Context: an optimization exercise on an open-source flow, tuned for small area. The choices shown serve that exercise and are no tape-out recipe. Function was checked by simulation only, so behaviour that the tests miss may differ from the original. Power is estimated from default activity; no workload was simulated.

Setup of sierra:
// cpu32_core
module cpu32_core (
    input  wire        clk,
    input  wire        rst,
    output wire        mem_valid,
    output wire        mem_we,
    output wire [9:0]  mem_addr,
    output wire [31:0] mem_wdata,
    input  wire        mem_ready,
    input  wire [31:0] mem_rdata,
    output wire        io_valid,
    output wire [1:0]  io_op,
    output wire [31:0] io_wdata,
    input  wire        io_ready,
    input  wire [1:0]  io_rkind,
    input  wire [31:0] io_rdata,
    output wire        retire,
    output wire [2:0]  status,
    output wire [31:0] reg_a,
    output wire [31:0] reg_b,
    output wire [31:0] reg_c,
    output wire [31:0] reg_d,
    output wire [31:0] ip,
    output wire [6:0]  stk_size
);
==> flow/config.mk <==
export PLATFORM = sky130hd
export DESIGN_NAME = cpu32_core
export DESIGN_NICKNAME = cpu32_core
export VERILOG_FILES = /design/flow/design.v
export SDC_FILE = /design/flow/constraint.sdc
export NUM_CORES = 4
export LEC_CHECK = 0
export ABC_AREA = 1
export CAP_MARGIN = 20
export CORE_MARGIN = 2
export CORE_UTILIZATION = 40
export SLEW_MARGIN = 20
==> flow/constraint.sdc <==
create_clock -name core_clock -period 10.0 [get_ports {clk}]
set_input_delay 2.0000 -clock core_clock [delete_from_list [all_inputs] [get_ports {clk}]]
set_output_delay 2.0000 -clock core_clock [all_outputs]
set_load 0.01 [all_outputs]
standard.sh (not shown) runs the stock make flow with config.mk's settings and CLKGATE_MAP_FILE= SYNTH_SCRIPT=/design/flow/synth_recipe.tcl, a recipe that flattens the netlist after the stock synthesis.
==> flow/flow/run.sh <==
#!/bin/bash
# The standard layout (standard.sh, unchanged synthesis and steps), with
# - the port buffers made of the smallest buffer (buf_1) instead of clkdlybuf4s50_1
# - clock tree synthesis without dummy loads, from clkbuf_8 cells
set -o pipefail
export BUFFER_PORTS_ARGS="-buffer_cell sky130_fd_sc_hd__buf_1"
export CTS_ARGS="-sink_clustering_enable -repair_clock_nets -dont_use_dummy_load -buf_list sky130_fd_sc_hd__clkbuf_8"
bash standard.sh > standard.log 2>&1
What willow does differently from sierra at the input level:
--- a/flow/design.v
+++ b/flow/design.v
@@ -258,13 +258,13 @@
     always @(posedge clk) begin
         if (rst) begin
             state <= S_RST;
         end else begin
             case (state)
                 S_RST: begin
-                    ipl   <= s[9:0];    
+                    ipl   <= 10'd0;
                     size  <= 7'd0;
                     st    <= ST_OK;
                     state <= S_FETCH;
                 end
                 S_FETCH: begin
                     if (ip_bad) begin
@@ -397,13 +397,14 @@
                     end
                 end
                 S_MEMRD: if (mem_ready) state <= S_MEMDT;
                 S_MEMDT: state <= (opc == OP_POP) ? S_MEMWR : S_FIN;
                 S_MEMWR: begin
                     if (mem_ready) begin
-                        if (opc != OP_STORE) size <= size + {{6{opc[1]}}, 1'b1};
+                        if (opc == OP_PUSH) size <= size + 7'd1;
+                        if (opc == OP_POP)  size <= size - 7'd1;
                         state <= S_FIN;
                     end
                 end
                 S_IO: begin
                     if (io_ready) begin
                         if ((opc == OP_IN) && (io_rkind == 2'd2)) begin
Notes after the runs:
willow vs sierra — sequential power dropped slightly. In the tables for sierra and willow, routed wire length reads higher with willow. sierra has a higher net switching component of the power than willow. willow ends up with a initial antenna violation count that is 1 lower than in sierra. Wire length per cell after detailed routing grows by a few percent when moving from sierra to willow. Delta(fraction of cell area in non-clock buffers, willow - sierra) > 0. Max critical path depth across sierra and willow: willow. Xor/xnor cell area share of the yosys netlist of willow is on par with sierra. Higher number of non-clock buffers was reported by willow, not sierra.

---

Another version of the RTL of cpu32_core (not shown whole).
For scale: roughly 1300 cells after synthesis.
export LEC_CHECK = 0
export CAP_MARGIN = 20
export CORE_MARGIN = 2
export CORE_UTILIZATION = 40
export SLEW_MARGIN = 20
create_clock -name core_clock -period 10.0 [get_ports {clk}]
Scripts as last shown in full above: flow/flow/run.sh
==> next run, changes <==
--- a/flow/design.v
+++ b/flow/design.v
@@ -54,15 +54,14 @@
     localparam [4:0] S_MEMDT = 5'd16;   
     localparam [4:0] S_MEMWR = 5'd17;   
     localparam [4:0] S_IO    = 5'd18;   
     localparam [4:0] S_EOI   = 5'd19;   
     localparam [4:0] S_FIN   = 5'd20;   
     localparam [4:0] S_DONE  = 5'd21;   
     localparam [4:0] S_STOP  = 5'd22;   
-    localparam [4:0] S_DIVT  = 5'd23;   
     localparam [4:0] S_DIVQ  = 5'd24;   
     reg [31:0] ra, rb, rc, rd;
     reg [31:0] t;
     reg [9:0]  ipl;
     reg [2:0]  st;
     reg [6:0]  size;
     reg [4:0]  state;
@@ -141,16 +140,16 @@
             S_RD1: begin
                 mv = 1'b1; q_off = 2'd1; rsel = 2'd2;
             end
             S_RD2: begin
                 mv = 1'b1; q_off = 2'd2;
             end
             S_OP1: begin
-                ren = 1'b0; xs_mem = 1'b1;
-                t_we = (opc == OP_LOOP) && flag;
+                ren = 1'b0; xs_mem = (opc == OP_LOOP);
+                t_we = (opc != OP_LOOP) || flag;
             end
             S_OP2: begin
                 case (opc)
                     OP_MOVR: begin
                         ren = 1'b0; xs_mem = 1'b1; we = 1'b1;
                     end
                     OP_SWAP: begin
@@ -171,30 +170,24 @@
                     end
                     OP_INC: begin
                         cin = 1'b1; we = 1'b1;
                     end
                     OP_DEC: begin
                         xs_ones = 1'b1; we = 1'b1;
                     end
-                    OP_MUL: begin   
-                        ren = 1'b0; t_we = 1'b1;
-                    end
                     default: ;
                 endcase
             end
             S_MUL: begin
                 ren = a_bit; xs_tsh = 1'b1; t_we = 1'b1;
                 wdst = 2'd0; we = (cnt == 5'd31);
             end
-            S_DIVT: begin
-                ren = 1'b0; cin = (r1 == 2'd0);
-                wdst = 2'd0; we = (r1 == 2'd0); t_we = 1'b1;
-            end
             S_DIVN: begin
-                rsel = 2'd0; yinv = ra[31]; cin = ra[31];
+                rsel = 2'd0; ren = (r1 != 2'd0);
+                yinv = ra[31] && (r1 != 2'd0); cin = ra[31] || (r1 == 2'd0);
                 wdst = 2'd0; we = 1'b1;
             end
             S_DIV: begin
                 xs_tsh = 1'b1; x0_a = 1'b1;
                 yinv = ~t[31] ^ v1[31]; cin = ~t[31] ^ v1[31];
                 t_we = 1'b1;
             end
@@ -332,15 +325,15 @@
                     case (opc)
                         OP_MUL: state <= S_MUL;
                         OP_DIV: begin
                             if (v1_zero) begin
                                 st    <= ST_DIV_ZERO;
                                 state <= S_FIN;
                             end else begin
-                                state <= S_DIVT;
+                                state <= S_DIVN;
                             end
                         end
                         OP_IN, OP_GET, OP_OUT: state <= S_IO;
                         OP_PUT: begin
                             if (!v1_hi_zero) begin
                                 st    <= ST_ILL_OPND;
                                 state <= S_FIN;
@@ -367,16 +360,15 @@
                         default: state <= S_FIN;    
                     endcase
                 end
                 S_MUL: begin
                     cnt <= cnt + 5'd1;
                     if (cnt == 5'd31) state <= S_FIN;
                 end
-                S_DIVT: state <= (r1 == 2'd0) ? S_FIN : S_DIVN;
-                S_DIVN: state <= S_DIV;
+                S_DIVN: state <= (r1 == 2'd0) ? S_FIN : S_DIV;
                 S_DIV: state <= S_DIVQ;
                 S_DIVQ: begin
                     cnt <= cnt + 5'd1;
                     state <= (cnt == 5'd31) ? S_DIVF : S_DIV;
                 end
                 S_DIVF: state <= S_FIN;
                 S_SW2:  state <= S_SW3;
The new run completed with no timing, DRC or antenna violations; global-route usage is lower by 0.91 points; final area rises by 1.4%; die area rises by 1.3%; fmax went up by 10%; cell count came out higher by 2.5%; clock power fell by about 1%; routed wire length drops by 1.9%.

[separate check: timing with driven ports]
Ports are ideal in the flow. The routed layouts listed here were re-timed in OpenROAD.
Step 1 (the two cells are an assumption about what drives the block):
set clk [get_ports {clk}]
set_driving_cell -lib_cell sky130_fd_sc_hd__clkbuf_16 $clk
set_driving_cell -lib_cell sky130_fd_sc_hd__buf_2 [delete_from_list [all_inputs] $clk]
Step 2 times the ports against the registers' clock, not the clock port: input delays grow and output delays shrink by t, the midpoint of the rising clock arrivals with the driver on.
Three values: ideal, step 1, step 2; two values: the first two.
run | t (ns) | slack for setup (ns) | latest minus earliest clock arrival (ns) | worst register clock-pin slew, ns | worst slew at a driven data input, ns
sierra | 0.559 | 2.135 / 2.135 / 2.135 | 0.038 / 0.038 | 0.11 / 0.11 | 0.06
willow | 0.542 | 2.294 / 2.294 / 2.294 | 0.040 / 0.040 | 0.11 / 0.11 | 0.06
the first run of note 2 | 0.556 | 1.610 / 1.610 / 1.610 | 0.032 / 0.031 | 0.11 / 0.11 | 0.07
the second run of note 2 | 0.531 | 2.387 / 2.387 / 2.387 | 0.039 / 0.038 | 0.11 / 0.11 | 0.05
After both steps setup and hold are still met in every run listed.
